This is an optimization exercise on Yosys and OpenROAD, whose aim is small area, a short achievable clock period and few clock cycles, not a production implementation. Where RTL was checked, it was by simulation tests only, not by an equivalence proof against the original. For runs 4 and 5, only the layout was checked, not whether the RTL still works. In every run shown here, the design's own scripts or RTL, not TritonCTS, make the clock network. No driver is modelled on the clock port, so clock power and skew are understated where the tree is cut down; a real chip needs a root buffer or a tree. Power figures rest on the tool's default switching activity, not on a simulated workload.

[design/flow/design.v]
module lidar_framer (
    input  wire         clk,
    input  wire         rst,
    input  wire         cancel,
    input  wire         in_valid,
    input  wire [7:0]   in_data,
    output reg          in_ready,
    output reg          out_valid,
    input  wire         out_ready,
    output wire [339:0] out_rec,
    output reg          err_valid,
    output wire [1:0]   err_code,
    output reg          drop_pulse
);
    reg  [7:0]   d_q;
    reg          v_q;
    reg          in_frame;      
    reg  [5:0]   idx;           
    reg          have_prev;     
    reg          prev_54;       
    reg  [5:0]   nk;            
    reg  [7:0]   sum_lo;
    reg  [5:0]   sum_hi;
    reg          sum_c;
    reg          lo_ok;
    reg  [335:0] sr;
    reg          sh_q;          
    reg          clr_q;         
    wire active   = !rst && !cancel;
    wire consume  = v_q;
    wire take     = active && in_valid && in_ready;
    wire is_data  = (idx != 6'd42) && (idx <= 6'd44);
    wire is_sum   = (idx <= 6'd44);
    wire is_c0    = (idx == 6'd45);
    wire is_c1    = (idx == 6'd46);
    wire f_consume = consume && in_frame;
    wire s_consume = consume && !in_frame;
    wire hdr       = s_consume && have_prev && prev_54 && (d_q == 8'h2C);
    wire new_drop  = s_consume && have_prev && !hdr;
    wire nk_is1    = (nk == 6'd1);
    wire fire_drop = in_frame ? (f_consume && !is_c1 && idx >= nk)
                              : (s_consume && nk_is1);
    wire done      = f_consume && is_c1;
    wire cks_ok    = lo_ok && (d_q[7:6] == 2'b00) && (sum_hi == d_q[5:0]);
    wire [8:0] lo_add = {1'b0, sum_lo} + {1'b0, d_q};
    wire v_n        = take;
    wire in_frame_n = hdr || (in_frame && !done);
    wire ov_n       = !rst && ((done && cks_ok && !cancel) || (out_valid && !out_ready));
    wire may_frame  = hdr || (in_frame && !done) ||
                      (s_consume ? (!hdr && d_q == 8'h54) : (have_prev && !done && prev_54));
    wire data_n     = hdr || (f_consume ? (idx != 6'd41 && idx <= 6'd43) : is_data);
    always @(posedge clk) begin
        d_q      <= in_data;
        v_q      <= v_n;
        in_ready <= !(may_frame && ((done && cks_ok) || (out_valid && !out_ready)));
        clr_q    <= !active;
        sh_q     <= v_n && !clr_q && in_frame_n && data_n;
    end
    always @(posedge clk) begin
        if (clr_q) begin
            in_frame  <= 1'b0;
            have_prev <= 1'b0;
            nk        <= 6'd46;
        end else begin
            if (hdr)
                in_frame <= 1'b1;
            else if (done)
                in_frame <= 1'b0;
            if (s_consume)
                have_prev <= !hdr;
            else if (done)
                have_prev <= 1'b0;
            if (done)
                nk <= 6'd46;
            else if (hdr)
                nk <= nk_is1 ? 6'd2 : nk;
            else if (new_drop && !nk_is1)
                nk <= nk - 6'd1;
        end
        if (s_consume)
            prev_54 <= (d_q == 8'h54);
        if (hdr)
            idx <= 6'd2;
        else if (f_consume)
            idx <= idx + 6'd1;
    end
    always @(posedge clk) begin
        if (hdr) begin
            sum_lo <= 8'h80;             
            sum_hi <= 6'd0;
            sum_c  <= 1'b0;
        end else begin
            sum_hi <= sum_hi + {5'd0, sum_c};
            sum_c  <= 1'b0;
            if (f_consume && is_sum) begin
                sum_lo <= lo_add[7:0];
                sum_c  <= lo_add[8];
            end
        end
        if (f_consume && is_c0)
            lo_ok <= (sum_lo == d_q);
    end
    always @(posedge clk) begin
        if (sh_q)
            sr <= {sr[327:0], d_q};
    end
    always @(posedge clk) begin
        if (rst) begin
            out_valid  <= 1'b0;
            err_valid  <= 1'b0;
            drop_pulse <= 1'b0;
        end else begin
            out_valid  <= ov_n;
            err_valid  <= !cancel && done && !cks_ok;
            drop_pulse <= !cancel && fire_drop;
        end
    end
    assign err_code = {err_valid, err_valid};
    assign out_rec[15:0]  = {sr[8*(43-3) +: 8], sr[8*(43-2) +: 8]};
    assign out_rec[31:16] = {sr[8*(43-5) +: 8], sr[8*(43-4) +: 8]};
    assign out_rec[47:32] = {sr[7:0], sr[15:8]};
    assign out_rec[51:48] = 4'd12;
    genvar p;
    generate
        for (p = 0; p < 12; p = p + 1) begin : g_pt
            assign out_rec[52+24*p +: 16] = {sr[8*(43-(7+3*p)) +: 8], sr[8*(43-(6+3*p)) +: 8]};
            assign out_rec[68+24*p +: 8]  = sr[8*(43-(8+3*p)) +: 8];
        end
    endgenerate
endmodule
[design/flow/flow/run.sh]
#!/bin/bash
# Standard ORFS layout with the smallest buffer on every port, clock tree
# clusters from CTS (clkbuf_16 only, larger clusters, no dummy loads), and the
# tree above the clusters rebuilt by flow/clock_tree.tcl: the clock port
# drives four group inverters, each driving the leaf inverters of a quadrant;
# paths left behind the output paths are then repaired (see clock_tree.tcl).
set -euo pipefail
export BUFFER_PORTS_ARGS="-buffer_cell sky130_fd_sc_hd__buf_1"
export CTS_ARGS="-sink_clustering_enable -repair_clock_nets -dont_use_dummy_load -sink_clustering_size 25 -sink_clustering_max_diameter 100 -buf_list sky130_fd_sc_hd__clkbuf_16"
export POST_CTS_TCL="$(pwd)/flow/clock_tree.tcl"
bash standard.sh > standard.log 2>&1
[design/flow/flow/clock_tree.tcl]
# Clock tree rework, run at the end of ORFS's CTS step (POST_CTS_TCL).
#
# CTS clusters the registers and gives each cluster a leaf buffer
# (clkbuf_leaf_*); those clusters are kept. The levels above them are
# rebuilt: the clock port drives NGX*NGY group cells directly (the limit is 4
# cell pins), each placed at the centre of one group of leaves (groups from
# sorting the leaves by x, then by y) and driving that group. Group cells and
# leaf cells are inverters, so every register sees the clock through two
# inversions, i.e. with its own polarity, and through one fewer stage.

proc out_iterm { inst } {
  foreach it [$inst getITerms] {
    if {[$it isOutputSignal]} { return $it }
  }
  return NULL
}

proc rework_clock_tree { ngx ngy group_cell leaf_cell } {
  set db [ord::get_db]
  set block [ord::get_db_block]
  set port_net [[$block findBTerm clk] getNet]
  set leaves {}
  set upper {}
  foreach inst [$block getInsts] {
    set n [$inst getName]
    if {[string match clkbuf_leaf_* $n]} {
      lappend leaves $inst
    } elseif {[string match clkbuf_*_clk $n] || [string match clkbuf_*__f_clk $n]} {
      lappend upper $inst
    }
  }
  # drop the levels above the leaves
  set nets {}
  foreach inst $upper {
    set onet [[out_iterm $inst] getNet]
    if {$onet ne "NULL" && [lsearch $nets $onet] < 0} { lappend nets $onet }
  }
  foreach inst $upper { odb::dbInst_destroy $inst }
  foreach inst $leaves { [$inst findITerm A] disconnect }
  foreach net $nets { odb::dbNet_destroy $net }
  foreach it [$port_net getITerms] {
    error "clock_tree: clk still drives [[$it getInst] getName]"
  }
  # leaves become inverters, same place and nets
  set lmaster [$db findMaster $leaf_cell]
  set pts {}
  foreach old $leaves {
    set n [$old getName]
    set x [[out_iterm $old] getNet]
    set loc [$old getLocation]
    odb::dbInst_destroy $old
    set inst [odb::dbInst_create $block $lmaster $n]
    $inst setLocation [lindex $loc 0] [lindex $loc 1]
    $inst setPlacementStatus PLACED
    [out_iterm $inst] connect $x
    set bb [$inst getBBox]
    lappend pts [list [expr {([$bb xMin] + [$bb xMax]) / 2}] [expr {([$bb yMin] + [$bb yMax]) / 2}] $inst]
  }
  # group the leaves
  set n [llength $pts]
  set pts [lsort -integer -index 0 $pts]
  set groups {}
  for {set i 0} {$i < $ngx} {incr i} {
    set col [lsort -integer -index 1 [lrange $pts [expr {$i * $n / $ngx}] [expr {($i + 1) * $n / $ngx - 1}]]]
    set m [llength $col]
    for {set j 0} {$j < $ngy} {incr j} {
      lappend groups [lrange $col [expr {$j * $m / $ngy}] [expr {($j + 1) * $m / $ngy - 1}]]
    }
  }
  set gmaster [$db findMaster $group_cell]
  set k 0
  foreach g $groups {
    if {[llength $g] == 0} { continue }
    set cx 0; set cy 0
    foreach p $g { incr cx [lindex $p 0]; incr cy [lindex $p 1] }
    set cx [expr {$cx / [llength $g]}]
    set cy [expr {$cy / [llength $g]}]
    set inst [odb::dbInst_create $block $gmaster "clkbuf_grp_$k"]
    $inst setLocation [expr {$cx - [$gmaster getWidth] / 2}] [expr {$cy - [$gmaster getHeight] / 2}]
    $inst setPlacementStatus PLACED
    set net [odb::dbNet_create $block "clknet_grp_$k"]
    $net setSigType CLOCK
    [$inst findITerm A] connect $port_net
    [out_iterm $inst] connect $net
    foreach p $g { [[lindex $p 2] findITerm A] connect $net }
    incr k
  }
  puts "clock_tree: [llength $leaves] leaves in $k groups, [llength $upper] upper buffers removed"
}

rework_clock_tree 2 2 sky130_fd_sc_hd__inv_12 sky130_fd_sc_hd__inv_12
detailed_placement
estimate_parasitics -placement
report_clock_skew

# With the faster tree the output paths set the period. Repair the paths that
# are behind them (in practice the shift enable's buffer tree, which nothing
# repaired while it met the 10 ns clock easily), aiming a little short of the
# output paths' slack so that these are left alone.
set out_path [lindex [find_timing_paths -path_delay max -to [all_outputs]] 0]
set out_slack [get_property $out_path slack]
set margin [expr {$out_slack - 0.03}]
puts "clock_tree: worst output slack $out_slack, repair_timing -setup_margin $margin"
repair_timing -setup -setup_margin $margin -verbose
detailed_placement
check_placement -verbose
estimate_parasitics -placement
report_checks -path_delay max -format end -group_path_count 5
[design/flow/standard.sh]
#!/bin/bash
# synth_recipe.tcl (not shown) runs the flow's synth.tcl, then flattens the netlist and writes it again
# the make line also repeats each setting of config.mk as NAME=value (left out here)
make -C /OpenROAD-flow-scripts/flow DESIGN_CONFIG=/design/flow/config.mk WORK_HOME=/design/flow/orfs CLKGATE_MAP_FILE= SYNTH_SCRIPT=/design/flow/synth_recipe.tcl "${@:-finish}"
[design/flow/config.mk]
export PLATFORM = sky130hd
export DESIGN_NAME = lidar_framer
export DESIGN_NICKNAME = lidar_framer
export VERILOG_FILES = /design/flow/design.v
export SDC_FILE = /design/flow/constraint.sdc
export NUM_CORES = 4
export LEC_CHECK = 0
export ABC_CLOCK_PERIOD_IN_PS = 4000
export CAP_MARGIN = 20
export CORE_MARGIN = 2
export CORE_UTILIZATION = 55
export PLACE_DENSITY = 0.7
export SLEW_MARGIN = 20
[design/flow/constraint.sdc]
create_clock -name core_clock -period 10.0 [get_ports {clk}]
set_input_delay 2.0000 -clock core_clock [delete_from_list [all_inputs] [get_ports {clk}]]
set_output_delay 2.0000 -clock core_clock [all_outputs]
set_load 0.01 [all_outputs]
==> flow_summary_export.csv, run 1 <==
group,metric,value,unit
status,status,"no timing/DRC/antenna violations",
logic_synthesis,syn_area_per_cell,21.13,um^2
worst_setup_path,critPathMaxStageDelay,0.46,ns
power,power.density,162.5,nW/um^2
cts,insertion_delay,0.16,ns
floorplan,fp.dieW,154.7,um
logic_synthesis,netlist_top_cells_area,"edfxtp_1 81%, dfxtp_1 7.1%, ha_1 2.2%",
global_routing,grt_max_degree,96,
timing,hold_violations,0,
worst_setup_path,worstSetupPathType,"flop to output pin",
route,ant_nets,0,
floorplan,core-area,22430,um^2
timing,skew,0.05121,ns
floorplan,die_area,23920,um^2
global_routing,grtUsageTotal,18.43,%
logic_synthesis,synthCells,591,
timing,finalCritPeriodShare,27.70,%
power,p_sw,0.0005284,W
worst_setup_path,cp_top_family,"flip-flops",
power,peakVddDrop,113.6,uV
cts,clk_pin_slew,0.08,ns
logic_synthesis,seq_area_frac_synth,88.34,%
timing,setup_viol,0,
worst_setup_path,cp.arrival,0.77,ns
worst_setup_path,path_buf_inv,1,
job,maxCapViolations,0,
logic_synthesis,yosysTopAreaCell,"edfxtp_1",
logic_synthesis,netlist_area,12490,um^2
timing,tightest_slew,0.9194,ns
worst_setup_path,r2r_cells,2,
route,wirelength,23.18,mm
route,drt_iter0_drc,404,
placed_design,hpwl,16.18,mm
timing,timing.fmax,0.3610,GHz
cells_and_area,area_growth,16.05,%
cts,clock-sinks,382,
cells_and_area,drive_above_1_share,3.438,%
timing,worst_hold_slack,0.4036,ns
logic_synthesis,async_flop_share,0,%
placed_design,pre_cts_ws,6.601,ns
placed_design,port_buffers,354,
worst_hold_path,hp-class,"flop to flop",
global_routing,grt_pass1_wl,33.88,mm
logic_synthesis,synth.top_cell.area_share,81.28,%
power,power_frac_comb,0.5,%
power,internal_power,0.001826,W
floorplan,num_rows,55,
worst_setup_path,crit_fanout,2,
timing,fin_crit,2.770,ns
timing,fin_ws,7.230,ns
logic_synthesis,synth_edf_count,338,
cells_and_area,finalNetCount,998,
power,p_leak,4.682,nW
floorplan,io-pin-count,359,
worst_setup_path,critPathRequiredTime,8.00,ns
logic_synthesis,synth-seq-cells,382,
timing,rsz0062_at_grt,"no",
worst_setup_path,cp-start-kind,"flop",
cells_and_area,utilization,64.60,%
cells_and_area,antenna_cells,0,
timing,setup_tns,0,ns
route,drtPass1Iterations,4,
worst_hold_path,hold-path-cell-count,0,
timing,slew_headroom,38.25,%
route,route.detailed.wl_per_inst,18.62,um
floorplan,die_y,154.7,um
logic_synthesis,synthDistinctLibCells,56,
floorplan,initial_core_util,55.66,%
worst_setup_path,cp_cell_sequence,"buf_1",
route,num_vias,6435,
timing,maxSlewViolCount,0,
logic_synthesis,synth_ff_type,"edfxtp_1",
global_routing,grt_pass1_vias,5958,
global_routing,overflow,0,
placed_design,gp_congestion,0.8126,
worst_setup_path,worst-path-stages,1,
power,switching_share,22.44,%
global_routing,antenna_found_initial,0,
power,seq_power_share,72.8,%
worst_setup_path,crit_path_end_kind,"output pin",
route,detail_route.drc_violations,0,
power,p_clk_share,26.7,%
cells_and_area,final_common_cell,"buf_1",
logic_synthesis,yosysWarnings,1,
cells_and_area,final_cell_mix,"354 x buf_1, 338 x edfxtp_1, 43 x dfxtp_1",
route,detail_route.vias_per_cell,5.169,
worst_setup_path,slowest_stage,"edfxtp_1",
==> layout make-up <==
type,instances,area [um^2]
Sequential cell,382,11030
Fill cell,1614,7943
Timing Repair Buffer,358,1383
Multi-Input combinational cell,188,1348
Inverter,32,370.4
Tap cell,285,356.6
==> kinds of logic (layout without fill, tap and decap cells) <==
family                   count (synthesis)  in the layout  synth area share [%]
multiplexers                             3              3                0.2505
AO/OA/AOI/OAI                           48             48                 2.555
buffers and inverters                   23            390                0.9318
adder cells (fa/ha/maj)                 23             23                 2.365
other                                    2              4               0.06014
flip-flops                             382            382                 88.34
AND/OR/NAND/NOR                         88             88                 3.958
XOR/XNOR                                22             22                 1.543
==> metrics by stage <==
stage,area (um^2),std cells,power [W]
3_3_place_gp,14130,1224,0.001761
2_1_floorplan,12490,593,0.001758
3_5_place_dp,14130,1224,0.001761
6_report,14490,1245,0.002354
5_1_grt,14490,1245,0.002432
==> synthesized netlist by cell type, types with 2 or more instances <==
master and count:
a211o_1 2, a211oi_1 3, a21o_1 4, a21oi_1 10, a31oi_1 3, and2_1 3
and3_1 5, buf_4 6, clkbuf_1 4, conb_1 2, dfxtp_1 44, edfxtp_1 338
ha_1 22, inv_1 12, mux2i_1 2, nand2_1 15, nand2b_1 2, nand3_1 10
nand4_1 3, nand4b_1 4, nor2_1 22, nor2b_1 2, nor3_1 6, nor4_1 2
o211ai_1 2, o21ai_0 3, o21ai_1 9, o31ai_1 2, or4_1 2, xnor2_1 9
xor2_1 13
==> path summary, 6_finish.rpt <==
path / start / endpoint / slack [ns]
setup / recovery: sr[278] / out_rec[82] / 7.23
hold / removal: sr[32] / sr[40] / 0.40
setup reg to reg: sh_q / sr[182] / 7.47
hold reg to reg: sr[32] / sr[40] / 0.40
==> sequential cells by signal, indices dropped and copies added, names as in the netlist, 6 cells and up <==
name,count
sr,336
d_q,8
sum_lo,8
idx,6
nk,6
sum_hi,6
==> power by group through the flow <==
stage | Combinational (W) | Sequential (W) | Clock, W
2_1_floorplan | 0.00000945 | 0.00175 | 0
3_3_place_gp | 0.0000111 | 0.00175 | 0
3_5_place_dp | 0.0000114 | 0.00175 | 0
5_1_grt | 0.0000132 | 0.00171 | 0.000705
6_report | 0.0000115 | 0.00171 | 0.000630
==> per-layer routing <==
metal	global-route usage, %	up-vias	share of wire [%]
met3	3.895	28	7.2
met5	0	-	0
met2	31.57	255	51
li1	-	3005	-
met1	24.20	3147	41
met4	5.247	0	1.8
Testbench counts, summed over its fixed seeds: cycles 15,519.
==> run 2, diff against run 1 <==
--- a/design/flow/design.v
+++ b/design/flow/design.v
@@ -54,3 +54,3 @@
         v_q      <= v_n;
-        in_ready <= !(may_frame && ((done && cks_ok) || (out_valid && !out_ready)));
+        in_ready <= rst || !(may_frame && ((done && cks_ok) || (out_valid && !out_ready)));
         clr_q    <= !active;
==> run 2 against run 1 <==
Global-route usage hardly changed. Via count is 0.36% higher. Sequential power about the same. Largest cell class unchanged. Hold slack got worse by 0.0041 ns. First-iteration DRC count rose by 3.7%. Total power is essentially flat. Final cell count increased by 0.24%. Die area increased by 0.12%. Fmax is 0.61% higher. Clock power is essentially flat. Final area unchanged.
==> flow_summary_export.csv, run 2 <==
group,metric,value,unit
cts,clk_pin_slew,0.10,ns
logic_synthesis,seq_area_frac_synth,88.23,%
worst_setup_path,slowest_stage,"edfxtp_1",
power,peakVddDrop,120.5,uV
logic_synthesis,synthDistinctLibCells,53,
timing,worst_hold_slack,0.3995,ns
floorplan,io-pin-count,359,
cts,clock-sinks,382,
global_routing,busiest_layer,"met2",
logic_synthesis,yosysWarnings,1,
global_routing,grt_pass1_wl,34.29,mm
global_routing,grt_pass1_vias,6125,
floorplan,die_y,154.8,um
power,power.density,162.4,nW/um^2
placed_design,port_buffers,354,
cells_and_area,area_growth,15.91,%
logic_synthesis,syn_area_per_cell,21.01,um^2
logic_synthesis,synthCells,595,
timing,slew_headroom,32.13,%
worst_setup_path,critPathRequiredTime,8.00,ns
floorplan,core-area,22500,um^2
timing,maxSlewViolCount,0,
cts,insertion_delay,0.15,ns
timing,skew,0.03865,ns
cells_and_area,reg_top3,"sr x336, d_q x8, sum_lo x8",
timing,timing.fmax,0.3633,GHz
logic_synthesis,synth.top_cell.area_share,81.18,%
logic_synthesis,synth_edf_count,338,
global_routing,antenna_found_initial,0,
floorplan,die_area,23950,um^2
timing,setup_viol,0,
cells_and_area,antenna_cells,0,
worst_setup_path,cp_cell_sequence,"buf_1",
cells_and_area,largest_reg_flops,336,
logic_synthesis,synth.most_common_cell,"edfxtp_1",
logic_synthesis,async_flop_share,0,%
worst_setup_path,cp-start-kind,"flop",
cells_and_area,regMostFlops,"sr",
timing,hold_violations,0,
logic_synthesis,synth_common_cells,"338 x edfxtp_1, 44 x dfxtp_1, 22 x ha_1, 22 x nor2_1, 17 x nand2_1",
worst_setup_path,path_buf_inv,1,
floorplan,initial_core_util,55.56,%
route,drtPass1Iterations,5,
route,wirelength,23.14,mm
placed_design,gp_congestion,0.7951,
timing,finalCritPeriodShare,27.53,%
route,ant_nets,0,
status,status,"no timing/DRC/antenna violations",
route,detail_route.drc_violations,0,
job,maxCapViolations,0,
placed_design,hpwl,16.18,mm
route,num_vias,6458,
logic_synthesis,synth_ff_type,"edfxtp_1",
timing,fin_crit,2.753,ns
logic_synthesis,synth-seq-cells,382,
timing,rsz0062_at_grt,"no",
worst_setup_path,cp_top_family,"flip-flops",
worst_setup_path,critPathMaxStageDelay,0.43,ns
cells_and_area,fillers,1645,
floorplan,fp.dieW,154.8,um
global_routing,grtUsageTotal,18.44,%
worst_setup_path,worstSetupPathType,"flop to output pin",
cells_and_area,drive_above_1_share,3.323,%
cells_and_area,finalNetCount,1001,
worst_setup_path,crit_path_end_kind,"output pin",
global_routing,grt_use_met2,31.53,%
route,drt_iter0_drc,419,
worst_setup_path,cp.arrival,0.75,ns
global_routing,groute.layer.met1.usage,23.83,%
timing,setup_tns,0,ns
cells_and_area,final_common_cell,"buf_1",
route,detail_route.vias_per_cell,5.175,
logic_synthesis,yosysTopAreaCell,"edfxtp_1",
timing,tightest_slew,1.010,ns
floorplan,num_rows,55,
cells_and_area,final_cell_mix,"354 x buf_1, 338 x edfxtp_1, 43 x dfxtp_1",
logic_synthesis,netlist_area,12500,um^2
logic_synthesis,netlist_top_cells_area,"edfxtp_1 81%, dfxtp_1 7.0%, ha_1 2.2%",
power,p_leak,4.654,nW
global_routing,overflow,0,
worst_hold_path,hp-class,"flop to flop",
worst_setup_path,crit_fanout,2,
cells_and_area,utilization,64.40,%
global_routing,grt_max_degree,174,
route,route.detailed.wl_per_inst,18.54,um
global_routing,use_met3,4.119,%
[run 2: cell types whose count changed after synthesis, moves of 2 or more]
cell / delta
and2_1: -2
and2b_1: +2
buf_2: +3
clkbuf_1: -2
nand2_1: +2
nand2b_1: +2
nand3b_1: +3
o21ai_0: +10
o21ai_1: -8
[run 2: worst paths after layout]
path / from / end / slack (ns) / cells past startpoint
min reg2reg: sr[91] / sr[99] / 0.40 / 0
max: sr[6] / out_rec[46] / 7.25 / 1
min: sr[91] / sr[99] / 0.40 / 0
max reg2reg: sh_q / sr[230] / 7.43 / 2
[run 2: area by class of cell]
cell class / count / area (um^2) / area share (%)
multi-input combinational: 193 / 1370 / 9.454
timing repair buffer: 357 / 1364 / 9.411
tap: 285 / 356.6 / 2.461
sequential: 382 / 11030 / 76.14
inverter: 31 / 366.6 / 2.530
[run 2: stage by stage]
| stage | std cells | setup slack [ns] | instance area [um^2] | total power, W |
|---|---|---|---|---|
| after global routing | 1248 | 7.182 | 14490 | 0.002430 |
| after floorplan | 597 | 1.627 | 12510 | 0.001758 |
| after detailed placement | 1228 | 7.275 | 14170 | 0.001761 |
| final | 1248 | 7.247 | 14490 | 0.002354 |
| after global placement | 1228 | 7.332 | 14170 | 0.001761 |
[run 2: per-layer routing]
metal	vias to the layer above	wire, um	share of wire, %
met3	41	1834	7.9
met1	3138	9118	39
met4	0	562	2.4
met2	275	11620	50
met5	-	0	0
li1	3004	-	-
[run 2: power breakdown]
group          internal [W]  switching, W
Sequential          0.00171    0.00000383
Combinational    0.00000526    0.00000612
Clock              0.000111      0.000518
[run 2: kinds of logic after synthesis]
family / Yosys count / share of synthesized area (%)
xor+xnor: 22 / 1.541
fa+ha+maj: 23 / 2.362
buf+inv: 22 / 0.8707
mux: 3 / 0.2502
flops: 382 / 88.23
compound gates: 47 / 2.372
other cells: 2 / 0.06007
simple gates: 94 / 4.313
[run 2: worst register-to-register path, stage by stage, from the launching register on]
cell	delay, ns
dfxtp_4	0.66
buf_4	0.74
buf_4	0.77
Testbench counts of run 2, summed over its fixed seeds: cycles 15,519.
==> run 3, diff against run 2 <==
--- a/design/flow/flow/run.sh
+++ b/design/flow/flow/run.sh
@@ -7,2 +7,4 @@
 set -euo pipefail
+# Synthesis: plain logic for abc instead of the half/full adder cells.
+export ADDER_MAP_FILE=
 export BUFFER_PORTS_ARGS="-buffer_cell sky130_fd_sc_hd__buf_1"
==> run 3 against run 2 <==
Hold slack improved by 0.0025 ns. Sequential power about the same. Synthesized cell count is 4.4% higher. Sequential share of layout area stayed put. Core utilization down 0.20 points. Critical path type is now primary input to flop. Critical endpoint is now drop_pulse. Largest power group unchanged. Highest routed layer unchanged.
==> flow_summary_export.csv, run 3 <==
group,metric,value,unit
timing,setup_viol,0,
global_routing,use_met3,5.153,%
floorplan,die_area,24150,um^2
route,route.detailed.wl_per_inst,18.73,um
power,power_frac_comb,0.5,%
timing,slew_headroom,38.68,%
placed_design,gp_congestion,0.7898,
cts,clk_pin_slew,0.09,ns
floorplan,fp.dieW,155.4,um
power,p_sw,0.0005318,W
global_routing,grt_use_met2,31.44,%
logic_synthesis,synth.top_cell.area_share,80.50,%
worst_setup_path,reg2reg_from,"sh_q",
global_routing,grt_max_degree,84,
global_routing,grtUsageTotal,18.47,%
worst_setup_path,cp.arrival,2.90,ns
timing,timing.fmax,0.3561,GHz
placed_design,hpwl,16.56,mm
route,detail_route.vias_per_cell,5.210,
worst_hold_path,hp-class,"flop to flop",
logic_synthesis,synth_edf_count,338,
power,seq_power_share,72.8,%
logic_synthesis,synthDistinctLibCells,59,
logic_synthesis,yosysTopAreaCell,"edfxtp_1",
logic_synthesis,netlist_area,12610,um^2
timing,tightest_slew,0.9197,ns
worst_setup_path,crit_path_start,"cancel",
status,status,"no timing/DRC/antenna violations",
floorplan,io-pin-count,359,
logic_synthesis,synth.most_common_cell,"edfxtp_1",
global_routing,busiest_layer,"met2",
logic_synthesis,async_flop_share,0,%
power,peakVddDrop,139.4,uV
power,power.density,162.7,nW/um^2
power,total_power,0.002358,W
power,internal_power,0.001827,W
power,switching_share,22.55,%
logic_synthesis,synth_ff_type,"edfxtp_1",
job,maxCapViolations,0,
cells_and_area,final_common_cell,"buf_1",
logic_synthesis,synthCells,621,
worst_setup_path,worstSetupPathType,"primary input to flop",
cells_and_area,reg_top3,"sr x336, d_q x8, sum_lo x8",
power,p_clk_share,26.7,%
worst_setup_path,crit_fanout,5,
timing,hold_violations,0,
cells_and_area,finalNetCount,996,
cells_and_area,area_growth,14.94,%
worst_setup_path,critPathRequiredTime,10.09,ns
floorplan,num_rows,55,
placed_design,port_buffers,354,
global_routing,grt_pass1_vias,6028,
worst_setup_path,crit_path_end_kind,"flop",
logic_synthesis,syn_area_per_cell,20.30,um^2
route,num_vias,6596,
logic_synthesis,seq_area_frac_synth,87.49,%
route,drtPass1Iterations,5,
global_routing,grt_pass1_wl,34.13,mm
global_routing,antenna_found_initial,0,
timing,setup_tns,0,ns
route,wirelength,23.72,mm
timing,fin_crit,2.808,ns
cells_and_area,fillers,1628,
global_routing,overflow,0,
logic_synthesis,yosysWarnings,1,
logic_synthesis,synth-seq-cells,382,
floorplan,die_y,155.4,um
cells_and_area,final_cell_mix,"354 x buf_1, 338 x edfxtp_1, 43 x dfxtp_1",
cells_and_area,drive_above_1_share,4.077,%
cells_and_area,antenna_cells,0,
cells_and_area,largest_reg_flops,336,
floorplan,core-area,22570,um^2
worst_setup_path,cp-start-kind,"primary input",
worst_hold_path,min_from,"sr[118]",
route,drt_iter0_drc,381,
cts,clock-sinks,382,
timing,skew,0.04932,ns
timing,finalCritPeriodShare,28.08,%
global_routing,groute.layer.met1.usage,22.88,%
route,ant_nets,0,
route,detail_route.drc_violations,0,
power,p_leak,4.491,nW
timing,maxSlewViolCount,0,
logic_synthesis,netlist_top_cells_area,"edfxtp_1 81%, dfxtp_1 7.0%, xor2_1 1.3%",
cells_and_area,regMostFlops,"sr",
timing,rsz0062_at_grt,"no",
floorplan,initial_core_util,55.86,%
logic_synthesis,synth_common_cells,"338 x edfxtp_1, 44 x dfxtp_1, 28 x nor2_1, 27 x nand2_1, 18 x xor2_1",
cts,insertion_delay,0.16,ns
## run 3: cell count changes after synthesis, sizes merged, moves of 5 or more
cell and delta:
clkbuf +7, ha -22, nand2 +10, nor2 +7, xor2 +5
## run 3: worst max-delay path, stage by stage
cell and delay, ns:
buf_1 0.11, nor2_4 0.17, o2111ai_1 0.18, nor3b_1 0.28, a31oi_1 0.06, nand2_1 0.09
## run 3: logic make-up (layout without fill, tap and decap cells)
group / after synthesis / in the layout / synth area share, %
AOI/OAI and AO/OA: 55 / 55 / 3.255
xor gates and xnor gates: 31 / 31 / 2.153
adders and majority gates: 4 / 4 / 0.3176
buffers and inverters: 31 / 389 / 1.756
DFF: 382 / 382 / 87.49
muxes: 2 / 2 / 0.2084
other: 2 / 4 / 0.05956
and+or+nand+nor: 114 / 114 / 4.763
## run 3: path summary, 6_finish.rpt
check / to / slack (ns) / cells past startpoint
worst max-delay path: drop_pulse / 7.19 / 6
worst min-delay path: sr[126] / 0.40 / 0
worst max register to register: sr[282] / 7.29 / 2
worst min register to register: sr[126] / 0.40 / 0
## run 3: metal layers
layer / up-vias / wire [um]
met2: 268 / 11800
met3: 36 / 1983
met1: 3232 / 9292
met5: - / 0
met4: 0 / 643
li1: 3060 / -
## run 3: area by class of cell
type	count	area [um^2]	area share, %
inverter	31	366.6	2.530
multi-input combinational	210	1371	9.463
sequential	382	11030	76.14
tap	285	356.6	2.461
timing repair buffer	358	1363	9.403
## run 3: through the flow
step	hold slack [ns]	cell area [um^2]	setup WS, ns	utilization, %	instances
global placement	0.4289	14150	6.996	62.71	1246
global route	0.4205	14490	7.085	64.20	1266
floorplan	0.4029	12620	1.627	-	623
detailed placement	0.4301	14150	6.889	62.71	1246
finish	0.4020	14490	7.192	64.20	1266
## run 3: power by group through the flow
stage               combinational (W)  sequential [W]  clock, W
floorplan                   0.0000159         0.00175         0
global placement            0.0000118         0.00175         0
detailed placement          0.0000119         0.00175         0
global route                0.0000142         0.00172  0.000698
finish                      0.0000125         0.00172  0.000630
==> run 4, diff against run 3 <==
--- a/design/flow/design.v
+++ b/design/flow/design.v
@@ -27,3 +27,2 @@
     reg          sh_q;          
-    reg          clr_q;         
     wire active   = !rst && !cancel;
@@ -46,3 +45,3 @@
     wire v_n        = take;
-    wire in_frame_n = hdr || (in_frame && !done);
+    wire in_frame_n = active && (hdr || (in_frame && !done));
     wire ov_n       = !rst && ((done && cks_ok && !cancel) || (out_valid && !out_ready));
@@ -55,7 +54,6 @@
         in_ready <= rst || !(may_frame && ((done && cks_ok) || (out_valid && !out_ready)));
-        clr_q    <= !active;
-        sh_q     <= v_n && !clr_q && in_frame_n && data_n;
+        sh_q     <= v_n && in_frame_n && data_n;
     end
     always @(posedge clk) begin
-        if (clr_q) begin
+        if (!active) begin
             in_frame  <= 1'b0;
--- a/design/flow/flow/run.sh
+++ b/design/flow/flow/run.sh
@@ -4,7 +4,4 @@
 # tree above the clusters rebuilt by flow/clock_tree.tcl: the clock port
-# drives four group inverters, each driving the leaf inverters of a quadrant;
-# paths left behind the output paths are then repaired (see clock_tree.tcl).
+# drives four group inverters, each driving the leaf inverters of a quadrant.
 set -euo pipefail
-# Synthesis: plain logic for abc instead of the half/full adder cells.
-export ADDER_MAP_FILE=
 export BUFFER_PORTS_ARGS="-buffer_cell sky130_fd_sc_hd__buf_1"
--- a/design/flow/flow/clock_tree.tcl
+++ b/design/flow/flow/clock_tree.tcl
@@ -92,17 +92,4 @@
 detailed_placement
+check_placement -verbose
 estimate_parasitics -placement
 report_clock_skew
-
-# With the faster tree the output paths set the period. Repair the paths that
-# are behind them (in practice the shift enable's buffer tree, which nothing
-# repaired while it met the 10 ns clock easily), aiming a little short of the
-# output paths' slack so that these are left alone.
-set out_path [lindex [find_timing_paths -path_delay max -to [all_outputs]] 0]
-set out_slack [get_property $out_path slack]
-set margin [expr {$out_slack - 0.03}]
-puts "clock_tree: worst output slack $out_slack, repair_timing -setup_margin $margin"
-repair_timing -setup -setup_margin $margin -verbose
-detailed_placement
-check_placement -verbose
-estimate_parasitics -placement
-report_checks -path_delay max -format end -group_path_count 5
==> run 4 against run 3 <==
Core utilization up 0.25 points. Area after synthesis down 1.1%. Hold slack got worse by 0.0072 ns. Via count down 1.8%. Largest cell class unchanged. Still clean. Total power is 0.17% lower. Sequential power about the same. Fmax fell by 7.3%.
==> flow_summary_export.csv, run 4 <==
group,metric,value,unit
job,maxCapViolations,0,
placed_design,port_buffers,354,
logic_synthesis,netlist_top_cells_area,"edfxtp_1 81%, dfxtp_1 6.9%, ha_1 2.2%",
worst_setup_path,cp_cell_sequence,"buf_1, or2_2, a21oi_1, nand4b_1, o21ai_0",
status,status,"no timing/DRC/antenna violations",
timing,hold_violations,0,
logic_synthesis,async_flop_share,0,%
placed_design,placed_cell_area,14130,um^2
global_routing,grtUsageTotal,19.34,%
worst_hold_path,hp-class,"flop to flop",
worst_setup_path,cp-start-kind,"primary input",
timing,setup_tns,0,ns
timing,timing.fmax,0.3302,GHz
worst_setup_path,slowest_stage,"a21oi_1",
logic_synthesis,synthCells,591,
worst_setup_path,worstSetupPathType,"primary input to flop",
route,num_vias,6476,
power,p_leak,4.642,nW
route,drtPass1Iterations,5,
floorplan,die_area,23890,um^2
cells_and_area,reg_top3,"sr x336, d_q x8, sum_lo x8",
logic_synthesis,synthDistinctLibCells,48,
cells_and_area,utilization,64.46,%
logic_synthesis,synth_ff_type,"edfxtp_1",
placed_design,hpwl,17.05,mm
timing,slew_headroom,32.85,%
worst_setup_path,critPathRequiredTime,10.08,ns
global_routing,overflow,0,
cells_and_area,stdcell_area,14460,um^2
timing,tightest_slew,0.9998,ns
timing,finalCritPeriodShare,30.29,%
cts,clk_pin_slew,0.09,ns
global_routing,grt_max_degree,90,
floorplan,initial_core_util,55.58,%
cells_and_area,regMostFlops,"sr",
logic_synthesis,synth_common_cells,"338 x edfxtp_1, 43 x dfxtp_1, 22 x ha_1, 22 x nor2_1, 15 x nand2_1",
cells_and_area,final_common_cell,"buf_1",
logic_synthesis,netlist_area,12470,um^2
cells_and_area,finalNetCount,999,
placed_design,pre_cts_ws,6.818,ns
cts,clock-sinks,381,
worst_setup_path,crit_path_end_kind,"flop",
route,drt_iter0_drc,494,
worst_setup_path,crit_fanout,7,
logic_synthesis,synth.top_cell.area_share,81.40,%
logic_synthesis,synth_edf_count,338,
floorplan,num_rows,55,
global_routing,grt_pass1_wl,35.44,mm
cells_and_area,largest_reg_flops,336,
cells_and_area,area_growth,15.96,%
logic_synthesis,syn_area_per_cell,21.10,um^2
logic_synthesis,yosysWarnings,1,
floorplan,die_y,154.6,um
worst_setup_path,critPathMaxStageDelay,0.41,ns
route,ant_nets,0,
logic_synthesis,synth.most_common_cell,"edfxtp_1",
worst_setup_path,cp.arrival,3.11,ns
timing,maxSlewViolCount,0,
worst_setup_path,crit_path_start,"rst",
worst_setup_path,reg2reg_from,"sh_q",
cells_and_area,drive_above_1_share,3.330,%
placed_design,gp_congestion,0.8154,
power,power.density,162.8,nW/um^2
logic_synthesis,seq_area_frac_synth,88.30,%
cells_and_area,final_cell_mix,"354 x buf_1, 338 x edfxtp_1, 42 x dfxtp_1",
floorplan,core-area,22430,um^2
global_routing,grt_pass1_vias,5984,
route,route.detailed.wl_per_inst,19.32,um
route,detail_route.drc_violations,0,
cells_and_area,fillers,1612,
cells_and_area,antenna_cells,0,
route,detail_route.vias_per_cell,5.197,
global_routing,antenna_found_initial,0,
floorplan,io-pin-count,359,
power,peakVddDrop,140.6,uV
timing,fin_crit,3.029,ns
logic_synthesis,yosysTopAreaCell,"edfxtp_1",
worst_hold_path,min_from,"sr[37]",
route,wirelength,24.07,mm
floorplan,fp.dieW,154.6,um
timing,setup_viol,0,
cts,insertion_delay,0.16,ns
timing,skew,0.05098,ns
timing,fin_ws,6.971,ns
timing,rsz0062_at_grt,"no",
logic_synthesis,synth-seq-cells,381,
[run 4: cell types whose count changed in the layout (fill, tap and decap cells not counted), moves of 4 or more]
| cell | change |
|---|---|
| ha_1 | +22 |
| nand2_1 | -12 |
| nor3_1 | -7 |
| xor2_1 | -6 |
| mux2i_1 | +5 |
| nor2_1 | -5 |
| maj3_1 | -4 |
| xnor2_1 | -4 |
[run 4: critical path: cells and delay by family]
family / cells / cell delay [ns]
buf+inv: 1 / 0.11
compound gates: 2 / 0.50
simple gates: 2 / 0.50
[run 4: path summary, 6_finish.rpt]
kind,cells after the start,slack [ns],endpoint
worst min-delay path,0,0.39,sr[45]
worst max register to register,2,7.23,sr[253]
worst max-delay path,5,6.97,nk[0]
worst min register to register,0,0.39,sr[45]
[run 4: where the power goes]
| group | leakage (nW) | switching, W | internal [W] |
|---|---|---|---|
| registers | 3.39 | 0.00000412 | 0.00171 |
| clock network | 0.146 | 0.000520 | 0.000111 |
| logic | 1.11 | 0.00000741 | 0.00000623 |
[run 4: routing by layer]
layer  GRT usage, %  up-vias  wire (um)
li1               -     2999          -
met1          25.16     3170       9523
met2          32.89      266      12210
met3          5.352       41       1813
met4          4.586        0        523
met5              0        -          0
[run 4: area by class of cell]
class	count	area [um^2]	area share [%]
Sequential cell	381	11010	76.17
Multi-Input combinational cell	192	1364	9.432
Timing Repair Buffer	358	1363	9.423
Inverter	30	362.8	2.509
Tap cell	285	356.6	2.466
[run 4: cell families after synthesis]
| logic type | share of synthesized area, % |
|---|---|
| other | 0.06023 |
| buffers and inverters | 0.8228 |
| adders and majority gates | 2.368 |
| and+or+nand+nor | 4.074 |
| AOI/OAI and AO/OA | 2.499 |
| DFF | 88.30 |
| xor gates and xnor gates | 1.475 |
| muxes | 0.4014 |
[run 4: per-stage QoR]
stage	hold slack (ns)	total power, W	instances
2_1_floorplan	0.4356	0.001755	593
5_1_grt	0.3908	0.002433	1246
3_5_place_dp	0.4301	0.001760	1226
3_3_place_gp	0.4287	0.001759	1226
6_report	0.3947	0.002355	1246
==> run 5, diff against run 4 <==
--- a/design/flow/design.v
+++ b/design/flow/design.v
@@ -20,3 +20,3 @@
     reg          prev_54;       
-    reg  [5:0]   nk;            
+    reg  [5:0]   dw;            
     reg  [7:0]   sum_lo;
@@ -27,2 +27,3 @@
     reg          sh_q;          
+    reg          clr_q;         
     wire active   = !rst && !cancel;
@@ -30,6 +31,9 @@
     wire take     = active && in_valid && in_ready;
-    wire is_data  = (idx != 6'd42) && (idx <= 6'd44);
-    wire is_sum   = (idx <= 6'd44);
-    wire is_c0    = (idx == 6'd45);
-    wire is_c1    = (idx == 6'd46);
+    localparam [5:0] I2  = 6'b000001, I41 = 6'b110111, I42 = 6'b101110,
+                     I44 = 6'b111011, I45 = 6'b110110, I46 = 6'b101100;
+    wire [5:0] idx_nx = {idx[4:0], idx[5] ^ idx[4]};
+    wire is_c0    = (idx == I45);
+    wire is_c1    = (idx == I46);
+    wire is_sum   = !is_c0 && !is_c1;
+    wire is_data  = is_sum && (idx != I42);
     wire f_consume = consume && in_frame;
@@ -38,5 +42,6 @@
     wire new_drop  = s_consume && have_prev && !hdr;
-    wire nk_is1    = (nk == 6'd1);
-    wire fire_drop = in_frame ? (f_consume && !is_c1 && idx >= nk)
-                              : (s_consume && nk_is1);
+    wire dw_max    = (dw == 6'd63);
+    wire dw_zero   = (dw == 6'd0);
+    wire fire_drop = in_frame ? (f_consume && !is_c1 && dw_zero)
+                              : (s_consume && dw_max);
     wire done      = f_consume && is_c1;
@@ -45,3 +50,3 @@
     wire v_n        = take;
-    wire in_frame_n = active && (hdr || (in_frame && !done));
+    wire in_frame_n = hdr || (in_frame && !done);
     wire ov_n       = !rst && ((done && cks_ok && !cancel) || (out_valid && !out_ready));
@@ -49,3 +54,3 @@
                       (s_consume ? (!hdr && d_q == 8'h54) : (have_prev && !done && prev_54));
-    wire data_n     = hdr || (f_consume ? (idx != 6'd41 && idx <= 6'd43) : is_data);
+    wire data_n     = hdr || (f_consume ? (idx != I41 && idx != I44 && idx != I45) : is_data);
     always @(posedge clk) begin
@@ -54,9 +59,10 @@
         in_ready <= rst || !(may_frame && ((done && cks_ok) || (out_valid && !out_ready)));
-        sh_q     <= v_n && in_frame_n && data_n;
+        clr_q    <= !active;
+        sh_q     <= v_n && !clr_q && in_frame_n && data_n;
     end
     always @(posedge clk) begin
-        if (!active) begin
+        if (clr_q) begin
             in_frame  <= 1'b0;
             have_prev <= 1'b0;
-            nk        <= 6'd46;
+            dw        <= 6'd44;
         end else begin
@@ -71,7 +77,7 @@
             if (done)
-                nk <= 6'd46;
+                dw <= 6'd44;
             else if (hdr)
-                nk <= nk_is1 ? 6'd2 : nk;
-            else if (new_drop && !nk_is1)
-                nk <= nk - 6'd1;
+                dw <= dw_max ? 6'd0 : dw;
+            else if ((new_drop && !dw_max) || (f_consume && !dw_zero))
+                dw <= dw - 6'd1;
         end
@@ -80,5 +86,5 @@
         if (hdr)
-            idx <= 6'd2;
+            idx <= I2;
         else if (f_consume)
-            idx <= idx + 6'd1;
+            idx <= idx_nx;
     end
--- a/design/flow/flow/run.sh
+++ b/design/flow/flow/run.sh
@@ -4,3 +4,4 @@
 # tree above the clusters rebuilt by flow/clock_tree.tcl: the clock port
-# drives four group inverters, each driving the leaf inverters of a quadrant.
+# drives four group inverters, each driving the leaf inverters of a quadrant;
+# paths left behind the output paths are then repaired (see clock_tree.tcl).
 set -euo pipefail
--- a/design/flow/flow/clock_tree.tcl
+++ b/design/flow/flow/clock_tree.tcl
@@ -92,4 +92,17 @@
 detailed_placement
+estimate_parasitics -placement
+report_clock_skew
+
+# With the faster tree the output paths set the period. Repair the paths that
+# are behind them (in practice the shift enable's buffer tree, which nothing
+# repaired while it met the 10 ns clock easily), aiming a little short of the
+# output paths' slack so that these are left alone.
+set out_path [lindex [find_timing_paths -path_delay max -to [all_outputs]] 0]
+set out_slack [get_property $out_path slack]
+set margin [expr {$out_slack - 0.03}]
+puts "clock_tree: worst output slack $out_slack, repair_timing -setup_margin $margin"
+repair_timing -setup -setup_margin $margin -verbose
+detailed_placement
 check_placement -verbose
 estimate_parasitics -placement
-report_clock_skew
+report_checks -path_delay max -format end -group_path_count 5
==> run 5 against run 4 <==
Critical path type is now flop to output pin. Wire length about the same. Sequential share of layout area up 0.57 points. Register-to-register slack better by 0.02 ns. Clock skew down 0.0049 ns. Total power about the same. Largest cell class unchanged. Critical path depth down 4. Synthesized cell count down 0.68%. Via count up 0.94%.
==> flow_summary_export.csv, run 5 <==
group,metric,value,unit
job,maxCapViolations,0,
route,num_vias,6537,
global_routing,overflow,0,
logic_synthesis,synth_top_family_by_area,"simple AND/OR/NAND/NOR gates",
logic_synthesis,synth-seq-cells,382,
logic_synthesis,synthMuxAreaShare,0.4851,%
global_routing,grt_pass1_vias,6019,
cells_and_area,drive_above_1_share,3.762,%
global_routing,grt_pass1_wl,35.25,mm
timing,slew_headroom,45.33,%
power,seq_power_share,72.8,%
power,p_clk_share,26.7,%
cells_and_area,largest_reg_flops,336,
logic_synthesis,seq_area_frac_synth,89.10,%
power,total_power,0.002354,W
logic_synthesis,synthCells,587,
logic_synthesis,yosysTopAreaCell,"edfxtp_1",
floorplan,die_y,154.0,um
power,power.density,163.7,nW/um^2
logic_synthesis,syn_area_per_cell,21.09,um^2
route,drtPass1Iterations,5,
logic_synthesis,synth.most_common_cell,"edfxtp_1",
logic_synthesis,synth.top_cell.area_share,81.99,%
logic_synthesis,netlist_top_cells_area,"edfxtp_1 82%, dfxtp_1 7.1%, ha_1 1.5%",
timing,maxSlewViolCount,0,
floorplan,fp.dieW,154.0,um
logic_synthesis,synth-xor-area-share,0.9905,%
logic_synthesis,yosys.area_share.simple,4.063,%
placed_design,port_buffers,354,
logic_synthesis,synth_ff_type,"edfxtp_1",
placed_design,gp_congestion,0.8105,
route,wirelength,24.06,mm
timing,finalCritPeriodShare,27.83,%
cts,clk_pin_slew,0.09,ns
power,internal_power,0.001826,W
power,switching_share,22.42,%
worst_hold_path,hp-class,"flop to flop",
logic_synthesis,yosysWarnings,1,
cells_and_area,regMostFlops,"sr",
logic_synthesis,synth_common_cells,"338 x edfxtp_1, 44 x dfxtp_1, 22 x nor2_1, 21 x nand2_1",
timing,setup_tns,0,ns
floorplan,core-area,21960,um^2
global_routing,grt_max_degree,82,
cells_and_area,area_growth,16.15,%
worst_setup_path,critPathMaxStageDelay,0.47,ns
logic_synthesis,synthDistinctLibCells,52,
route,detail_route.drc_violations,0,
timing,fin_crit,2.783,ns
route,drt_iter0_drc,487,
timing,tightest_slew,0.8201,ns
worst_hold_path,min_from,"sr[91]",
worst_setup_path,slowest_stage,"edfxtp_1",
cells_and_area,antenna_cells,0,
floorplan,num_rows,54,
timing,setup_viol,0,
cells_and_area,reg_top3,"sr x336, d_q x8, sum_lo x8",
cts,clock-sinks,382,
cts,insertion_delay,0.15,ns
worst_setup_path,crit_path_end_kind,"output pin",
worst_setup_path,path_buf_inv,1,
logic_synthesis,netlist_area,12380,um^2
power,p_sw,0.0005277,W
power,peakVddDrop,123.9,uV
worst_setup_path,cp.arrival,0.78,ns
worst_setup_path,reg2reg_from,"sh_q",
floorplan,initial_core_util,56.38,%
worst_setup_path,cp-start-kind,"flop",
worst_setup_path,critPathRequiredTime,8.00,ns
cells_and_area,final_cell_mix,"354 x buf_1, 338 x edfxtp_1, 43 x dfxtp_1",
timing,timing.fmax,0.3594,GHz
cells_and_area,finalNetCount,988,
cells_and_area,final_common_cell,"buf_1",
global_routing,grtUsageTotal,19.45,%
route,route.detailed.wl_per_inst,19.45,um
worst_setup_path,cp_cell_sequence,"buf_1",
route,detail_route.vias_per_cell,5.285,
status,status,"no timing/DRC/antenna violations",
worst_setup_path,crit_fanout,2,
timing,hold_violations,0,
logic_synthesis,synth_edf_count,338,
floorplan,die_area,23720,um^2
power,power_frac_comb,0.5,%
worst_setup_path,worstSetupPathType,"flop to output pin",
worst_setup_path,crit_path_start,"sr[250]",
route,ant_nets,0,
logic_synthesis,async_flop_share,0,%
cells_and_area,fillers,1599,
global_routing,antenna_found_initial,0,
logic_synthesis,synthAdderAreaFrac,1.678,%
timing,rsz0062_at_grt,"no",
worst_setup_path,cp_top_family,"flip-flops",
floorplan,io-pin-count,359,
placed_design,hpwl,17.04,mm
timing,skew,0.04609,ns
logic_synthesis,synth_compound_area_share,2.648,%
power,p_leak,4.499,nW
-- run 5: cell count changes in the layout (fill, tap and decap cells not counted), moves of 4 or more --
cell / delta
a21oi_1: +4
a21o_1: -4
nor3_1: +6
o21ai_0: -8
nor4_1: -5
nand2_1: +6
ha_1: -7
xor2_1: -4
-- run 5: cells by family after synthesis --
logic type	Yosys count
other cells	2
fa+ha+maj	16
simple gates	94
xor+xnor	14
buf+inv	24
compound gates	49
mux	6
flops	382
-- run 5: final timing paths --
check / slack [ns] / end / cells past startpoint
hold reg to reg: 0.41 / sr[99] / 0
hold / removal: 0.41 / sr[99] / 0
setup / recovery: 7.22 / out_rec[102] / 1
setup reg to reg: 7.25 / sr[218] / 2
-- run 5: routing by layer --
| metal | track usage [%] | share of wire [%] | wire (um) |
|---|---|---|---|
| met2 | 33.25 | 50 | 12110 |
| met4 | 6.409 | 2.4 | 585 |
| met5 | 0 | 0 | 0 |
| met1 | 24.90 | 39 | 9491 |
| met3 | 4.510 | 7.8 | 1866 |
-- run 5: power groups by stage --
stage	clock (W)	combinational, W	sequential, W
floorplan	0	0.00000917	0.00175
global placement	0	0.0000110	0.00175
detailed placement	0	0.0000114	0.00175
global route	0.000703	0.0000127	0.00171
finish	0.000629	0.0000114	0.00171
-- run 5: layout make-up --
class,instances,area (um^2),share of cell area (%)
timing repair buffer,360,1381,9.607
tap,280,350.3,2.436
inverter,32,370.4,2.576
multi-input combinational,183,1242,8.641
sequential,382,11030,76.74
-- run 5: metrics by stage --
stage	utilization, %	cells	hold slack, ns	instance area (um^2)	setup slack, ns
after global routing	65.48	1237	0.4120	14380	7.062
after detailed placement	63.97	1217	0.4261	14050	6.992
after global placement	63.97	1217	0.4273	14050	7.068
after floorplan	-	589	0.4126	12390	1.627
final	65.48	1237	0.4068	14380	7.217
==> run 6, diff against run 5 <==
--- a/design/flow/design.v
+++ b/design/flow/design.v
@@ -42,4 +42,6 @@
     wire new_drop  = s_consume && have_prev && !hdr;
-    wire dw_max    = (dw == 6'd63);
-    wire dw_zero   = (dw == 6'd0);
+    localparam [5:0] D44 = 6'b000001, D0 = 6'b101100, DM = 6'b011001;
+    wire [5:0] dw_nx = {dw[4:0], dw[5] ^ dw[4]};
+    wire dw_max    = (dw == DM);
+    wire dw_zero   = (dw == D0);
     wire fire_drop = in_frame ? (f_consume && !is_c1 && dw_zero)
@@ -66,3 +68,3 @@
             have_prev <= 1'b0;
-            dw        <= 6'd44;
+            dw        <= D44;
         end else begin
@@ -77,7 +79,7 @@
             if (done)
-                dw <= 6'd44;
+                dw <= D44;
             else if (hdr)
-                dw <= dw_max ? 6'd0 : dw;
+                dw <= dw_max ? D0 : dw;
             else if ((new_drop && !dw_max) || (f_consume && !dw_zero))
-                dw <= dw - 6'd1;
+                dw <= dw_nx;
         end
==> run 6 against run 5 <==
Clock power down 0.6%. Register-to-register slack better by 0.18 ns. Final area up 0.40%. Still clean on timing, DRC and antenna. Die area up 0.60%. First-iteration DRC count down 11%. Sequential share of layout area down 0.31 points. Critical endpoint is now out_rec[124]. Sequential cell count unchanged. Clock skew down 0.0067 ns. Sequential power about the same. Wire length down 0.44%. Synthesized cell count up 1.2%.
==> flow_summary_export.csv, run 6 <==
group,metric,value,unit
job,maxCapViolations,0,
worst_setup_path,path_buf_inv,1,
logic_synthesis,synth.most_common_cell,"edfxtp_1",
logic_synthesis,syn_area_per_cell,20.97,um^2
timing,slew_headroom,37.02,%
floorplan,die_area,23870,um^2
cells_and_area,antenna_cells,0,
placed_design,hpwl,17.05,mm
worst_setup_path,slowest_stage,"edfxtp_1",
worst_setup_path,r2r-end,"sr[200]",
cells_and_area,final_cell_mix,"354 x buf_1, 338 x edfxtp_1, 43 x dfxtp_1",
logic_synthesis,synth-seq-cells,382,
floorplan,die_y,154.5,um
worst_setup_path,cp_top_family,"flip-flops",
worst_hold_path,hp-class,"flop to flop",
cells_and_area,finalNetCount,990,
global_routing,antenna_found_initial,0,
timing,maxSlewViolCount,0,
global_routing,grt_pass1_vias,6054,
cells_and_area,reg_top3,"sr x336, d_q x8, sum_lo x8",
cells_and_area,stdcell_area,14440,um^2
worst_setup_path,worstSetupPathType,"flop to output pin",
power,peakVddDrop,129.1,uV
floorplan,fp.dieW,154.5,um
worst_setup_path,worst-path-stages,1,
timing,tightest_slew,0.9447,ns
cts,clock-sinks,382,
power,power.density,162.9,nW/um^2
route,detail_route.drc_violations,0,
timing,setup_viol,0,
route,drtPass1Iterations,4,
worst_setup_path,cp.arrival,0.76,ns
logic_synthesis,synth_edf_count,338,
worst_hold_path,hold-path-cell-count,0,
cts,insertion_delay,0.15,ns
cells_and_area,regMostFlops,"sr",
floorplan,num_rows,55,
route,ant_nets,0,
logic_synthesis,yosysTopAreaCell,"edfxtp_1",
global_routing,grt_max_degree,92,
logic_synthesis,netlist_top_cells_area,"edfxtp_1 81%, dfxtp_1 7.1%, ha_1 1.4%",
cells_and_area,largest_reg_flops,336,
floorplan,core-area,22430,um^2
placed_design,gp_congestion,0.8251,
worst_setup_path,critPathRequiredTime,8.00,ns
placed_design,port_buffers,354,
worst_setup_path,crit_path_end_kind,"output pin",
timing,hold_violations,0,
worst_setup_path,r2r_cells,2,
logic_synthesis,yosysWarnings,1,
floorplan,io-pin-count,359,
logic_synthesis,async_flop_share,0,%
floorplan,initial_core_util,55.52,%
status,status,"no timing/DRC/antenna violations",
timing,rsz0062_at_grt,"no",
logic_synthesis,synthDistinctLibCells,60,
logic_synthesis,synth_common_cells,"338 x edfxtp_1, 44 x dfxtp_1, 24 x nand2_1, 17 x a21oi_1, 15 x nor2_1",
worst_setup_path,crit_fanout,2,
route,drt_iter0_drc,431,
worst_setup_path,reg2reg_slack,7.43,ns
global_routing,grtUsageTotal,19.03,%
cells_and_area,area_growth,15.90,%
timing,skew,0.03943,ns
worst_setup_path,critPathCapture,"out_rec[124]",
logic_synthesis,synth_ff_type,"edfxtp_1",
cells_and_area,drive_above_1_share,3.438,%
logic_synthesis,synthCells,594,
cells_and_area,final_common_cell,"buf_1",
route,detail_route.vias_per_cell,5.259,
global_routing,overflow,0,
cells_and_area,fillers,1613,
route,wirelength,23.95,mm
timing,timing.fmax,0.3619,GHz
worst_setup_path,critPathMaxStageDelay,0.44,ns
logic_synthesis,netlist_area,12460,um^2
worst_setup_path,crit_path_start,"sr[224]",
worst_setup_path,cp_cell_sequence,"buf_1",
logic_synthesis,synth.top_cell.area_share,81.49,%
route,num_vias,6547,
placed_design,placed_cell_area,14080,um^2
worst_setup_path,reg2reg_from,"sh_q",
timing,setup_tns,0,ns
worst_setup_path,cp-start-kind,"flop",
timing,fin_crit,2.763,ns
placed_design,pre_cts_ws,6.519,ns
global_routing,grt_pass1_wl,34.96,mm
route,route.detailed.wl_per_inst,19.24,um
timing,finalCritPeriodShare,27.63,%
timing,fin_ws,7.237,ns
logic_synthesis,seq_area_frac_synth,88.56,%
cells_and_area,utilization,64.35,%
power,p_leak,4.432,nW
cts,clk_pin_slew,0.08,ns
## run 6: cell count changes after synthesis, sizes merged, moves of 3 or more
cell	change
a211oi	+4
mux2i	-3
o21ai	+4
nor4b	-3
nor2	-7
nor3	-3
xor2	-6
xnor2	+3
nand2	+4
a2111oi	+3
a21o	+3
a31oi	-3
## run 6: layout make-up
class / instances / area (um^2) / share of cell area, %
tap: 285 / 356.6 / 2.470
inverter: 31 / 366.6 / 2.539
multi-input combinational: 189 / 1300 / 9.005
timing repair buffer: 358 / 1379 / 9.551
sequential: 382 / 11030 / 76.43
## run 6: where the power goes
part	internal [W]	switching (W)	total, W
Clock	0.000111	0.000513	0.000625
Combinational	0.00000575	0.00000736	0.0000131
Sequential	0.00171	0.00000406	0.00171
## run 6: cell families after synthesis
group / Yosys count / synth area share [%]
AOI/OAI and AO/OA: 70 / 3.908
xor gates and xnor gates: 11 / 0.7735
adders and majority gates: 15 / 1.567
buffers and inverters: 25 / 1.065
DFF: 382 / 88.56
muxes: 3 / 0.2411
other: 2 / 0.06029
and+or+nand+nor: 86 / 3.827
## run 6: how the worst min path moves through the flow
stage                       start   endpoint  slack, ns
after detailed placement  sr[116]    sr[124]       0.43
after global routing       sr[44]     sr[52]       0.41
after floorplan             clr_q  have_prev       0.45
after global placement    sr[244]    sr[252]       0.43
final                      sr[43]     sr[51]       0.39
## run 6: layer usage
layer  wire (um)  global-route usage [%]  up-vias
li1            -                       -     3028
met1        9058                   23.62     3225
met2       12500                   33.40      257
met3        1737                   4.231       37
met4         654                   6.526        0
met5           0                       0        -
## run 6: per-stage QoR
step / power [W] / cells / hold WS (ns)
global placement: 0.001763 / 1224 / 0.4282
finish: 0.002352 / 1245 / 0.3949
global route: 0.002437 / 1245 / 0.4109
floorplan: 0.001759 / 596 / 0.4461
detailed placement: 0.001763 / 1224 / 0.4301
Testbench counts of run 6, summed over its fixed seeds: cycles 15,519.
==> run 7, diff against run 6 <==
--- a/design/flow/config.mk
+++ b/design/flow/config.mk
@@ -10,4 +10,4 @@
 export CORE_MARGIN = 2
-export CORE_UTILIZATION = 55
-export PLACE_DENSITY = 0.7
+export CORE_UTILIZATION = 58
+export PLACE_DENSITY = 0.72
 export SLEW_MARGIN = 20
==> run 7 against run 6 <==
Fmax down 1.1%. Core utilization up 4.2 points. Critical path depth unchanged. Sequential cell count unchanged. Largest power group unchanged. Synthesized cell count unchanged. Critical path type unchanged.
==> flow_summary_export.csv, run 7 <==
group,metric,value,unit
status,status,"no timing/DRC/antenna violations",
cells_and_area,utilization,68.51,%
worst_setup_path,cp.arrival,0.79,ns
cells_and_area,area_growth,15.62,%
global_routing,grt_pass1_vias,5981,
logic_synthesis,synth.most_common_cell,"edfxtp_1",
global_routing,grtUsageTotal,20.35,%
floorplan,die_y,150.5,um
cells_and_area,stdcell_area,14400,um^2
worst_setup_path,crit_path_end_kind,"output pin",
timing,rsz0062_at_grt,"no",
cts,insertion_delay,0.15,ns
logic_synthesis,netlist_top_cells_area,"edfxtp_1 81%, dfxtp_1 7.1%, ha_1 1.4%",
logic_synthesis,synth_common_cells,"338 x edfxtp_1, 44 x dfxtp_1, 24 x nand2_1, 17 x a21oi_1, 15 x nor2_1",
worst_setup_path,cp_top_family,"flip-flops",
route,route.detailed.wl_per_inst,20.01,um
logic_synthesis,async_flop_share,0,%
power,power.density,163.3,nW/um^2
logic_synthesis,seq_area_frac_synth,88.56,%
timing,setup_tns,0,ns
route,ant_nets,0,
placed_design,port_buffers,354,
worst_setup_path,critPathMaxStageDelay,0.47,ns
floorplan,io-pin-count,359,
timing,tightest_slew,1.041,ns
timing,setup_viol,0,
logic_synthesis,yosysTopAreaCell,"edfxtp_1",
route,drtPass1Iterations,4,
placed_design,placed_cell_area,14080,um^2
cells_and_area,reg_top3,"sr x336, d_q x8, sum_lo x8",
cts,clk_pin_slew,0.09,ns
power,peakVddDrop,117.7,uV
worst_hold_path,hp-class,"flop to flop",
logic_synthesis,synth_edf_count,338,
logic_synthesis,syn_area_per_cell,20.97,um^2
timing,fin_crit,2.793,ns
timing,slew_headroom,30.61,%
worst_setup_path,crit_fanout,2,
floorplan,num_rows,53,
timing,worst_hold_slack,0.3947,ns
worst_setup_path,worstSetupPathType,"flop to output pin",
global_routing,overflow,0,
floorplan,initial_core_util,59.25,%
route,detail_route.drc_violations,0,
route,num_vias,6622,
timing,hold_violations,0,
power,p_leak,4.420,nW
cells_and_area,largest_reg_flops,336,
cells_and_area,final_cell_mix,"354 x buf_1, 338 x edfxtp_1, 43 x dfxtp_1",
logic_synthesis,synth.top_cell.area_share,81.49,%
worst_setup_path,cp_cell_sequence,"buf_1",
timing,maxSlewViolCount,0,
global_routing,antenna_found_initial,0,
floorplan,die_area,22660,um^2
global_routing,grt_max_degree,189,
timing,finalCritPeriodShare,27.93,%
route,wirelength,24.67,mm
placed_design,gp_congestion,0.8152,
logic_synthesis,synth_ff_type,"edfxtp_1",
route,detail_route.vias_per_cell,5.371,
logic_synthesis,synth-seq-cells,382,
timing,timing.fmax,0.3580,GHz
worst_setup_path,slowest_stage,"edfxtp_1",
logic_synthesis,yosysWarnings,1,
cells_and_area,drive_above_1_share,3.236,%
power,total_power,0.002352,W
timing,skew,0.04913,ns
worst_setup_path,cp-start-kind,"flop",
route,drt_iter0_drc,399,
cells_and_area,antenna_cells,0,
job,maxCapViolations,0,
cts,clock-sinks,382,
logic_synthesis,synthCells,594,
worst_setup_path,critPathRequiredTime,8.00,ns
cells_and_area,final_common_cell,"buf_1",
logic_synthesis,netlist_area,12460,um^2
global_routing,grt_pass1_wl,34.67,mm
floorplan,core-area,21020,um^2
floorplan,fp.dieW,150.5,um
logic_synthesis,synthDistinctLibCells,60,
cells_and_area,regMostFlops,"sr",
placed_design,hpwl,17.65,mm
cells_and_area,finalNetCount,988,
worst_setup_path,path_buf_inv,1,
run 7: final cells by class:
class	instances	area (um^2)
sequential	382	11030
fill	1445	6620
timing repair buffer	356	1356
multi-input combinational	189	1300
inverter	31	366.6
tap	275	344.1
run 7: power breakdown:
group | switching (W) | leakage, nW | internal [W]
clock network | 0.000514 | 0.146 | 0.000111
registers | 0.00000405 | 3.39 | 0.00171
logic | 0.00000728 | 0.882 | 0.00000572
total | 0.000526 | 4.42 | 0.00183
run 7: stage by stage:
stage,worst slack (ns),cells
global placement,7.364,1213
floorplan,1.627,596
detailed placement,7.304,1213
finish,7.207,1233
global route,7.185,1233
run 7: worst paths after layout:
path	from	endpoint	slack [ns]	cells after the start
worst max-delay path	sr[273]	out_rec[77]	7.21	1
worst min-delay path	sr[52]	sr[60]	0.39	0
worst max register to register	d_q[2]	dw[0]	7.69	4
worst min register to register	sr[52]	sr[60]	0.39	0
run 7: kinds of logic (layout without fill, tap and decap cells):
kind of cell             after synthesis  count (layout)  share of synthesized area [%]
AND/OR/NAND/NOR                       86              86                          3.827
AO/OA/AOI/OAI                         70              70                          3.908
buffers and inverters                 25             387                          1.065
other                                  2               4                        0.06029
XOR/XNOR                              11              11                         0.7735
adder cells (fa/ha/maj)               15              15                          1.567
multiplexers                           3               3                         0.2411
flip-flops                           382             382                          88.56
run 7: per-layer routing:
| layer | share of wire (%) | track usage [%] |
|---|---|---|
| met2 | 52 | 35.73 |
| met1 | 38 | 25.03 |
| met3 | 7.4 | 4.455 |
| met5 | 0 | 0 |
| met4 | 2.6 | 7.170 |

-- static timing again, ports no longer ideal --
In the flow no input, the clock included, has a driving cell. The finished layouts below were timed again as built, in two steps. Step 1 assumes that a clkbuf_16 drives the clock port and a buf_2 every other input. Step 2 times the ports against the registers' clock, not the clock port: input delays grow and output delays shrink by t, the midpoint of the rising clock arrivals with the driver on. Three values: no drivers, after step 1, after step 2; two values: the first two.
run	t (ns)	setup slack, ns	worst setup path at the end	worst data-port slew with drivers (ns)
run 1	0.310	7.230 / 7.052 / 7.180	input to register	0.03
run 2	0.308	7.247 / 7.071 / 7.275	input to register	0.04
run 3	0.309	7.192 / 7.044 / 7.036	input to register	0.04
run 4	0.310	6.971 / 7.067 / 6.818	input to register	0.03
run 5	0.308	7.217 / 7.040 / 7.252	register to register	0.04
run 6	0.306	7.237 / 7.061 / 7.236	input to register	0.03
run 7	0.305	7.207 / 7.031 / 7.293	input to register	0.03
After both steps every run listed still meets setup and hold. The setup slack of run 3, which loses most, moves by -0.148 ns with the drivers and by -0.156 ns with both steps.
